From an optimization exercise on the open Yosys and OpenROAD flow, aimed at small area, a short achievable clock period and few clock cycles; shortcuts taken in it are not production practice. At most, simulation tests tie the RTL to the original design; equivalence was not proved.

==> wip/amber <==
## npk_pass
module npk_pass (
    input  wire        clk,
    input  wire        rst,
    input  wire        start,
    input  wire [6:0]  start_len,
    input  wire [7:0]  start_vol,
    input  wire        start_dither,
    output wire        ready,
    input  wire        in_valid,
    input  wire [15:0] in_data,
    output wire        in_ready,
    input  wire [15:0] draw_data,
    output wire        draw_ack,
    output wire        out_valid,
    output wire [15:0] out_data,
    output wire        done,
    output wire [6:0]  done_len
);
Settings: LEC_CHECK=0, CAP_MARGIN=20, CORE_MARGIN=2, CORE_UTILIZATION=40, SLEW_MARGIN=20, SYNTH_MEMORY_MAX_BITS=16384; clock period 20.0 ns.
run.sh (not shown) runs the stock make flow with config.mk's settings and CLKGATE_MAP_FILE= SYNTH_SCRIPT=/design/flow/synth_recipe.tcl, a recipe that flattens the netlist after the stock synthesis.
==> wip/zinc (differences from wip/amber) <==
--- a/flow/design.v
+++ b/flow/design.v
@@ -281,17 +281,17 @@
     output wire [15:0] out_data,
     output wire        done,
     output wire [6:0]  done_len
 );
     localparam ST_IDLE = 2'd0;
     localparam ST_LOAD = 2'd1;
     localparam ST_WAIT = 2'd2;
     localparam ST_PASS = 2'd3;
-    localparam NDS = 4;                  
+    localparam NDS = 8;                  
     localparam DSTEP = 16 / NDS;         
     localparam J = 3 + NDS;              
     reg        ready_r;
     reg        in_ready_r;
     reg        draw_ack_r;
     reg        out_valid_r;
     reg        done_r;
     reg [15:0] out_r;
@@ -356,25 +356,31 @@
     reg [26:0] y_r;
     reg        d32_p, nz_p;
     reg [26:0] dv_r;                     
     reg        nz_q;
     wire [27:0] yx  = {1'b0, y_r} + 28'd32766;
     wire [12:0] yq0 = yx[27:15];
     wire [15:0] yl  = {1'd0, yx[14:0]} + {3'd0, yq0};
     wire [12:0] yc  = yq0 + {12'd0, (yl >= 16'd32767)};
+    reg [26:0] y2_r;
+    reg [12:0] yc_r;
+    reg        nz_p2;
     always @(posedge clk) begin
         y_r   <= {nv_r, 11'd0} + {nv_r, 11'd0} - {10'd0, nv_r, 1'b0};
         d32_p <= d32_r;
         nz_p  <= nz_r;
-        dv_r  <= y_r + (d32_p ? 27'd0 : {14'd0, yc}) - 27'd1;
-        nz_q  <= nz_p;
+        y2_r  <= y_r - 27'd1;
+        yc_r  <= d32_p ? 13'd0 : yc;
+        nz_p2 <= nz_p;
+        dv_r  <= y2_r + {14'd0, yc_r};
+        nz_q  <= nz_p2;
     end
-    reg        chg1, chg2, chg3, chg4;
-    reg [3:0]  tcnt;
+    reg        chg1, chg2, chg3, chg4, chg5;
+    reg [4:0]  tcnt;
     reg        tv;                       
     reg [26:0] trem;
     reg [15:0] tdq;
     reg        tovf;
     reg [15:0] tthr;
     function [42:0] tstep;               
         input [26:0] rem;
         input [15:0] dq;
@@ -384,45 +390,45 @@
         begin
             t = {rem, dq[15]};
             d = {1'b0, t} - {1'b0, g};
             if (!d[28]) tstep = {d[26:0], dq[14:0], 1'b1};
             else        tstep = {t[26:0], dq[14:0], 1'b0};
         end
     endfunction
     wire [42:0] ts1 = tstep(trem, tdq, gt);
-    wire [42:0] ts2 = tstep(ts1[42:16], ts1[15:0], gt);
     always @(posedge clk) begin
         if (rst) begin
-            chg1 <= 1'b0; chg2 <= 1'b0; chg3 <= 1'b0; chg4 <= 1'b0;
-            tcnt <= 4'd0;
+            chg1 <= 1'b0; chg2 <= 1'b0; chg3 <= 1'b0; chg4 <= 1'b0; chg5 <= 1'b0;
+            tcnt <= 5'd0;
             tv   <= 1'b0;
         end else begin
             chg1 <= pk_upd | jstart;
             chg2 <= chg1;
             chg3 <= chg2;
             chg4 <= chg3;
-            if (chg4) begin
+            chg5 <= chg4;
+            if (chg5) begin
                 trem <= {16'd0, dv_r[26:16]};
                 tdq  <= dv_r[15:0];
                 tovf <= !nz_q || ({17'd0, dv_r[26:16]} >= gt);
-                tcnt <= 4'd8;
+                tcnt <= 5'd16;
                 tv   <= 1'b0;
-            end else if (tcnt != 4'd0) begin
-                trem <= ts2[42:16];
-                tdq  <= ts2[15:0];
-                tcnt <= tcnt - 4'd1;
-                if (tcnt == 4'd1) begin
+            end else if (tcnt != 5'd0) begin
+                trem <= ts1[42:16];
+                tdq  <= ts1[15:0];
+                tcnt <= tcnt - 5'd1;
+                if (tcnt == 5'd1) begin
                     tv   <= 1'b1;
-                    tthr <= tovf ? 16'hffff : ts2[15:0];
+                    tthr <= tovf ? 16'hffff : ts1[15:0];
                 end
             end
         end
     end
-    wire tfinal = tv && !(chg1 | chg2 | chg3 | chg4);
+    wire tfinal = tv && !(chg1 | chg2 | chg3 | chg4 | chg5);
     reg [7:0]  fl_r;
     reg        fv_r;
     reg [5:0]  phs_r;
     reg [7:0]  flags;
     reg [5:0]  kj;
     integer    tj;
     always @(*) begin
         for (tj = 0; tj < 8; tj = tj + 1) begin
@@ -465,51 +471,80 @@
                 found <= 1'b1;
                 if (!found || kmin < head) head <= kmin;
                 if (!found || kmax > tail) tail <= kmax;
             end
             if (scnt != 4'd8) scnt <= scnt + 4'd1;
         end
     end
     wire scan_done = tfinal && (scnt == 4'd8) && idone2;
-    wire [15:0] pv  = ring[1023:1008];
+    reg  [2:0]  tsel;                    
+    wire [15:0] pv  = ring[16*(63 - 8*tsel) +: 16];
     wire        psg = pv[15];
     wire [14:0] pm  = pv[14:0];
     wire [31:0] g32 = gq[31:0];
-    reg  [35:0] sa, sb;
-    integer     mi;
-    always @(*) begin
-        sa = psg ? {4'd0, g32} : 36'd0;
-        for (mi = 0; mi < 8; mi = mi + 1)
-            sa = sa + (pm[mi] ? {4'd0, g32 << mi} : 36'd0);
-        sb = 36'd0;
-        for (mi = 8; mi < 15; mi = mi + 1)
-            sb = sb + (pm[mi] ? {4'd0, g32 << mi} : 36'd0);
-    end
-    reg [31:0] sa_r, sb_r;
+    wire [35:0] r0 = psg ? {4'd0, g32} : 36'd0;
+    wire [35:0] r1 = pm[0] ? {4'd0, g32 << 0} : 36'd0;
+    wire [35:0] r2 = pm[1] ? {4'd0, g32 << 1} : 36'd0;
+    wire [35:0] r3 = pm[2] ? {4'd0, g32 << 2} : 36'd0;
+    wire [35:0] r4 = pm[3] ? {4'd0, g32 << 3} : 36'd0;
+    wire [35:0] r5 = pm[4] ? {4'd0, g32 << 4} : 36'd0;
+    wire [35:0] r6 = pm[5] ? {4'd0, g32 << 5} : 36'd0;
+    wire [35:0] r7 = pm[6] ? {4'd0, g32 << 6} : 36'd0;
+    wire [35:0] r8 = pm[7] ? {4'd0, g32 << 7} : 36'd0;
+    wire [35:0] r9 = pm[8] ? {4'd0, g32 << 8} : 36'd0;
+    wire [35:0] r10 = pm[9] ? {4'd0, g32 << 9} : 36'd0;
+    wire [35:0] r11 = pm[10] ? {4'd0, g32 << 10} : 36'd0;
+    wire [35:0] r12 = pm[11] ? {4'd0, g32 << 11} : 36'd0;
+    wire [35:0] r13 = pm[12] ? {4'd0, g32 << 12} : 36'd0;
+    wire [35:0] r14 = pm[13] ? {4'd0, g32 << 13} : 36'd0;
+    wire [35:0] r15 = pm[14] ? {4'd0, g32 << 14} : 36'd0;
+    function [71:0] csa;                
+        input [35:0] a, b, c;
+        begin
+            csa = {((a & b) | (a & c) | (b & c)) << 1, a ^ b ^ c};
+        end
+    endfunction
+    wire [71:0] c0_0 = csa(r0, r1, r2);
+    wire [71:0] c0_1 = csa(r3, r4, r5);
+    wire [71:0] c0_2 = csa(r6, r7, r8);
+    wire [71:0] c0_3 = csa(r9, r10, r11);
+    wire [71:0] c0_4 = csa(r12, r13, r14);
+    wire [71:0] c1_0 = csa(c0_0[35:0], c0_0[71:36], c0_1[35:0]);
+    wire [71:0] c1_1 = csa(c0_1[71:36], c0_2[35:0], c0_2[71:36]);
+    wire [71:0] c1_2 = csa(c0_3[35:0], c0_3[71:36], c0_4[35:0]);
+    wire [71:0] c2_0 = csa(c1_0[35:0], c1_0[71:36], c1_1[35:0]);
+    wire [71:0] c2_1 = csa(c1_1[71:36], c1_2[35:0], c1_2[71:36]);
+    wire [71:0] c3_0 = csa(c2_0[35:0], c2_0[71:36], c2_1[35:0]);
+    wire [71:0] c3_1 = csa(c2_1[71:36], c0_4[71:36], r15);
+    wire [71:0] c4_0 = csa(c3_0[35:0], c3_0[71:36], c3_1[35:0]);
+    wire [71:0] c5_0 = csa(c4_0[35:0], c4_0[71:36], c3_1[71:36]);
+    wire [35:0] ps_s = c5_0[35:0];
+    wire [35:0] ps_c = c5_0[71:36];
+    reg [35:0] ps_r, pc_r;
     reg        ov1, sg1;
     reg [31:0] p_r;
     reg        ov2, sg2;
-    wire [32:0] psum = {1'b0, sa_r} + {1'b0, sb_r};
+    wire [35:0] psum = ps_r + pc_r;
     wire [31:0] pcor = d32_r ? 32'd0 : ({15'd0, p_r[31:15]} + {31'd0, |p_r[14:0]});
-    wire [31:0] xs   = p_r - pcor;         
+    wire [31:0] xs   = p_r - pcor;
     reg  [14:0] rem3;
     reg  [15:0] dq3;
-    reg         sat3, sg3;
+    reg         ov3, sg3;
     always @(posedge clk) begin
-        sa_r <= sa[31:0];
-        sb_r <= sb[31:0];
-        ov1  <= (|(pm & hm)) | (psg & gq[32]) | (|sa[35:32]) | (|sb[35:32]);
+        ps_r <= ps_s;
+        pc_r <= ps_c;
+        ov1  <= (|(pm & hm)) | (psg & gq[32]);
         sg1  <= psg;
         p_r  <= psum[31:0];
-        ov2  <= ov1 | psum[32];
+        ov2  <= ov1 | (|psum[35:32]);
         sg2  <= sg1;
         rem3 <= xs[31:17];
         dq3  <= xs[16:1];
-        sat3 <= ov2 | ({1'b0, xs[31:17]} >= ndiv);
+        ov3  <= ov2;
         sg3  <= sg2;
     end
     function [30:0] dstep;               
         input [14:0] rem;
         input [15:0] dq;
         input [15:0] n;
         reg   [15:0] t;
         reg   [16:0] d;
@@ -536,48 +571,48 @@
             dvn[31*ds +: 31] = dtmp;
         end
     end
     always @(posedge clk) begin
         for (ds = 0; ds < NDS; ds = ds + 1) begin
             drem[15*ds +: 15] <= dvn[31*ds+16 +: 15];
             ddq[16*ds +: 16]  <= dvn[31*ds +: 16];
         end
-        dsat <= {dsat[NDS-2:0], sat3};
+        dsat <= {dsat[NDS-2:0], ov3 | ({1'b0, rem3} >= ndiv)};
         dsg  <= {dsg[NDS-2:0], sg3};
     end
     wire [15:0] qf   = ddq[16*(NDS-1) +: 16];
     wire [15:0] qs   = dsat[NDS-1] ? 16'hffff : qf;
     wire        qneg = dsg[NDS-1];
     reg  [15:0] dr, dprev;
     reg  [12:0] nz;
     wire [16:0] ddf = {1'b0, dprev} - {1'b0, dr};
     wire [16:0] ddr = ddf + (ddf[16] ? 17'd15 : 17'd0);
-    wire [17:0] wv  = qneg ? -{2'b00, qs} : {2'b00, qs};
-    wire [17:0] wsum = wv + {{5{nz[12]}}, nz};
+    wire [17:0] wsum = {{2{qneg}}, qs ^ {16{qneg}}} + {{5{nz[12]}}, nz} + {17'd0, qneg};
     wire [15:0] wcl = (!wsum[17] && wsum[16:15] != 2'b00) ? 16'h7fff :
                       ( wsum[17] && wsum[16:15] != 2'b11) ? 16'h8000 : wsum[15:0];
     reg  [15:0] d0, d1, d2;
     wire [16:0] bsum = {d2[15], d2} + {d0[15], d0};
     wire [16:0] bavg = bsum + {16'd0, bsum[16]};
     always @(posedge clk) begin
         if (draw_ack_r) begin
             dr    <= draw_data;
             dprev <= dr;
         end
         nz <= dith_r ? ddr[16:4] : 13'd0;
         d0 <= wcl;
         d1 <= d0;
         d2 <= d1;
-        out_r <= (pc == 7'd36 && nn_r > 7'd32) ? bavg[16:1] : d2;
+        out_r <= (pc == J + 33 && nn_r > 7'd32) ? bavg[16:1] : d2;
     end
-    wire [5:0] idx_t  = ph + 6'd5 - J[5:0];      
     wire [5:0] base_w = found ? head : 6'd0;
     wire [6:0] nn_w   = found ? ({1'b0, tail} - {1'b0, head} + 7'd1) : len_r;
-    wire       trig   = (state == ST_WAIT) && scan_done && (idx_t == base_w);
+    wire [5:0] tvv    = ph + 6'd2 - base_w;
+    wire       trig   = (state == ST_WAIT) && scan_done && (tvv[2:0] == 3'd0);
+    wire [6:0] pcn    = pc + 7'd1;
     wire       pdone  = (state == ST_PASS) && done_r;
     wire       lt0   = kt < len_r;
     wire       lt1   = (kt + 7'd1) < len_r;
     wire       cond0 = lt0 && (kt == 7'd0 || (ph + 6'd1) == (kt[5:0] - 6'd2));
     wire [6:0] kt_nx = kt + {6'd0, take};
     always @(posedge clk) begin
         if (rst) begin
             state       <= ST_IDLE;
@@ -630,25 +665,25 @@
                             state      <= ST_WAIT;
                             in_ready_r <= 1'b0;
                         end
                     end
                     ST_WAIT: begin
                         if (trig) begin
                             state      <= ST_PASS;
                             pc         <= 7'd0;
+                            tsel       <= 3'd0 - tvv[5:3];
                             nn_r       <= nn_w;
-                            draw_ack_r <= dith_r;
                         end
                     end
                     ST_PASS: begin
                         pc          <= pc + 7'd1;
-                        draw_ack_r  <= dith_r && (pc < nn_r);
-                        out_valid_r <= (pc >= 7'd6) && (pc < nn_r + 7'd6);
-                        done_r      <= (pc == nn_r + 7'd5);
+                        draw_ack_r  <= dith_r && (pcn >= J - 3) && (pcn <= nn_r + J - 3);
+                        out_valid_r <= (pcn >= J + 4) && (pcn <= nn_r + J + 3);
+                        done_r      <= (pcn == nn_r + J + 3);
                         if (pdone) begin
                             state       <= ST_IDLE;
                             ready_r     <= 1'b1;
                             draw_ack_r  <= 1'b0;
                             out_valid_r <= 1'b0;
                             done_r      <= 1'b0;
                         end
                     end
==> flow/config.mk (replaced) <==
export PLATFORM = sky130hd
export DESIGN_NAME = npk_pass
export DESIGN_NICKNAME = npk_pass
export VERILOG_FILES = /design/flow/design.v
export SDC_FILE = /design/flow/constraint.sdc
export NUM_CORES = 4
export LEC_CHECK = 0
export ABC_AREA = 1
export CAP_MARGIN = 20
export CORE_MARGIN = 2
export CORE_UTILIZATION = 40
export SLEW_MARGIN = 20
export SYNTH_MEMORY_MAX_BITS = 16384
==> wip/nickel (differences from wip/amber) <==
--- a/flow/design.v
+++ b/flow/design.v
@@ -465,17 +465,18 @@
                 found <= 1'b1;
                 if (!found || kmin < head) head <= kmin;
                 if (!found || kmax > tail) tail <= kmax;
             end
             if (scnt != 4'd8) scnt <= scnt + 4'd1;
         end
     end
     wire scan_done = tfinal && (scnt == 4'd8) && idone2;
-    wire [15:0] pv  = ring[1023:1008];
+    reg  [2:0]  tsel;                    
+    wire [15:0] pv  = ring[16*(63 - 8*tsel) +: 16];
     wire        psg = pv[15];
     wire [14:0] pm  = pv[14:0];
     wire [31:0] g32 = gq[31:0];
     reg  [35:0] sa, sb;
     integer     mi;
     always @(*) begin
         sa = psg ? {4'd0, g32} : 36'd0;
         for (mi = 0; mi < 8; mi = mi + 1)
@@ -562,22 +563,23 @@
         if (draw_ack_r) begin
             dr    <= draw_data;
             dprev <= dr;
         end
         nz <= dith_r ? ddr[16:4] : 13'd0;
         d0 <= wcl;
         d1 <= d0;
         d2 <= d1;
-        out_r <= (pc == 7'd36 && nn_r > 7'd32) ? bavg[16:1] : d2;
+        out_r <= (pc == J + 33 && nn_r > 7'd32) ? bavg[16:1] : d2;
     end
-    wire [5:0] idx_t  = ph + 6'd5 - J[5:0];      
     wire [5:0] base_w = found ? head : 6'd0;
     wire [6:0] nn_w   = found ? ({1'b0, tail} - {1'b0, head} + 7'd1) : len_r;
-    wire       trig   = (state == ST_WAIT) && scan_done && (idx_t == base_w);
+    wire [5:0] tvv    = ph + 6'd2 - base_w;
+    wire       trig   = (state == ST_WAIT) && scan_done && (tvv[2:0] == 3'd0);
+    wire [6:0] pcn    = pc + 7'd1;
     wire       pdone  = (state == ST_PASS) && done_r;
     wire       lt0   = kt < len_r;
     wire       lt1   = (kt + 7'd1) < len_r;
     wire       cond0 = lt0 && (kt == 7'd0 || (ph + 6'd1) == (kt[5:0] - 6'd2));
     wire [6:0] kt_nx = kt + {6'd0, take};
     always @(posedge clk) begin
         if (rst) begin
             state       <= ST_IDLE;
@@ -630,25 +632,25 @@
                             state      <= ST_WAIT;
                             in_ready_r <= 1'b0;
                         end
                     end
                     ST_WAIT: begin
                         if (trig) begin
                             state      <= ST_PASS;
                             pc         <= 7'd0;
+                            tsel       <= 3'd0 - tvv[5:3];
                             nn_r       <= nn_w;
-                            draw_ack_r <= dith_r;
                         end
                     end
                     ST_PASS: begin
                         pc          <= pc + 7'd1;
-                        draw_ack_r  <= dith_r && (pc < nn_r);
-                        out_valid_r <= (pc >= 7'd6) && (pc < nn_r + 7'd6);
-                        done_r      <= (pc == nn_r + 7'd5);
+                        draw_ack_r  <= dith_r && (pcn >= J - 3) && (pcn <= nn_r + J - 3);
+                        out_valid_r <= (pcn >= J + 4) && (pcn <= nn_r + J + 3);
+                        done_r      <= (pcn == nn_r + J + 3);
                         if (pdone) begin
                             state       <= ST_IDLE;
                             ready_r     <= 1'b1;
                             draw_ack_r  <= 1'b0;
                             out_valid_r <= 1'b0;
                             done_r      <= 1'b0;
                         end
                     end
==> notes <==
Between wip/amber and wip/zinc, the lower non-clock buffer count is in wip/zinc (gap 19).
Sequential share of layout area: wip/nickel < wip/amber < wip/zinc.
In wip/zinc the routed wire length is larger than in wip/amber, by 17%.
Of wip/amber and wip/zinc, wip/zinc has the higher cell count (gap about 15%, measured against wip/zinc).
The highest critical path depth belongs to wip/amber, the lowest to wip/zinc.
Area after synthesis: wip/amber is lower than wip/nickel (1.3%).
Hold slack, highest first: wip/amber, wip/zinc, wip/nickel.
Between wip/zinc and wip/nickel, the lower core utilization is in wip/nickel (gap 0.097 points).
Testbench counts of wip/nickel, summed over its fixed seeds: cycles 8,998.
Function not checked in wip/amber and wip/zinc: the RTL went through the layout flow alone.

==> port drivers added, routing unchanged <==
The results above use ideal ports. As a check the final layouts listed here were re-extracted and re-timed, cells and wires unchanged.
Step 1 (the two cells are an assumption about what drives the block):
set clk [get_ports {clk}]
set_driving_cell -lib_cell sky130_fd_sc_hd__clkbuf_16 $clk
set_driving_cell -lib_cell sky130_fd_sc_hd__buf_2 [delete_from_list [all_inputs] $clk]
Step 2 moves the port delays by t, midway between the first and last clock arrival at a register: inputs arrive t later, outputs are due t later. That takes back most of the time a late clock gives input paths.
Slacks: ideal / step 1 / step 2; pairs: ideal / step 1.
run	t, ns	slack for setup (ns)	hold WS [ns]	worst setup path at the end	clock arrival spread, ns
wip/amber	0.887	8.813 / 8.813 / 8.813	0.299 / 0.299 / 0.299	register to register	0.099 / 0.099
wip/zinc	0.933	13.557 / 13.557 / 13.140	0.281 / 0.281 / 0.281	input to register	0.094 / 0.093
wip/nickel	0.885	7.962 / 7.962 / 7.962	0.254 / 0.254 / 0.254	register to register	0.106 / 0.105
After both steps setup and hold are still met in every run listed. The setup slack of wip/zinc, which loses most, moves by 0.000 ns with the drivers and by -0.417 ns with both steps.
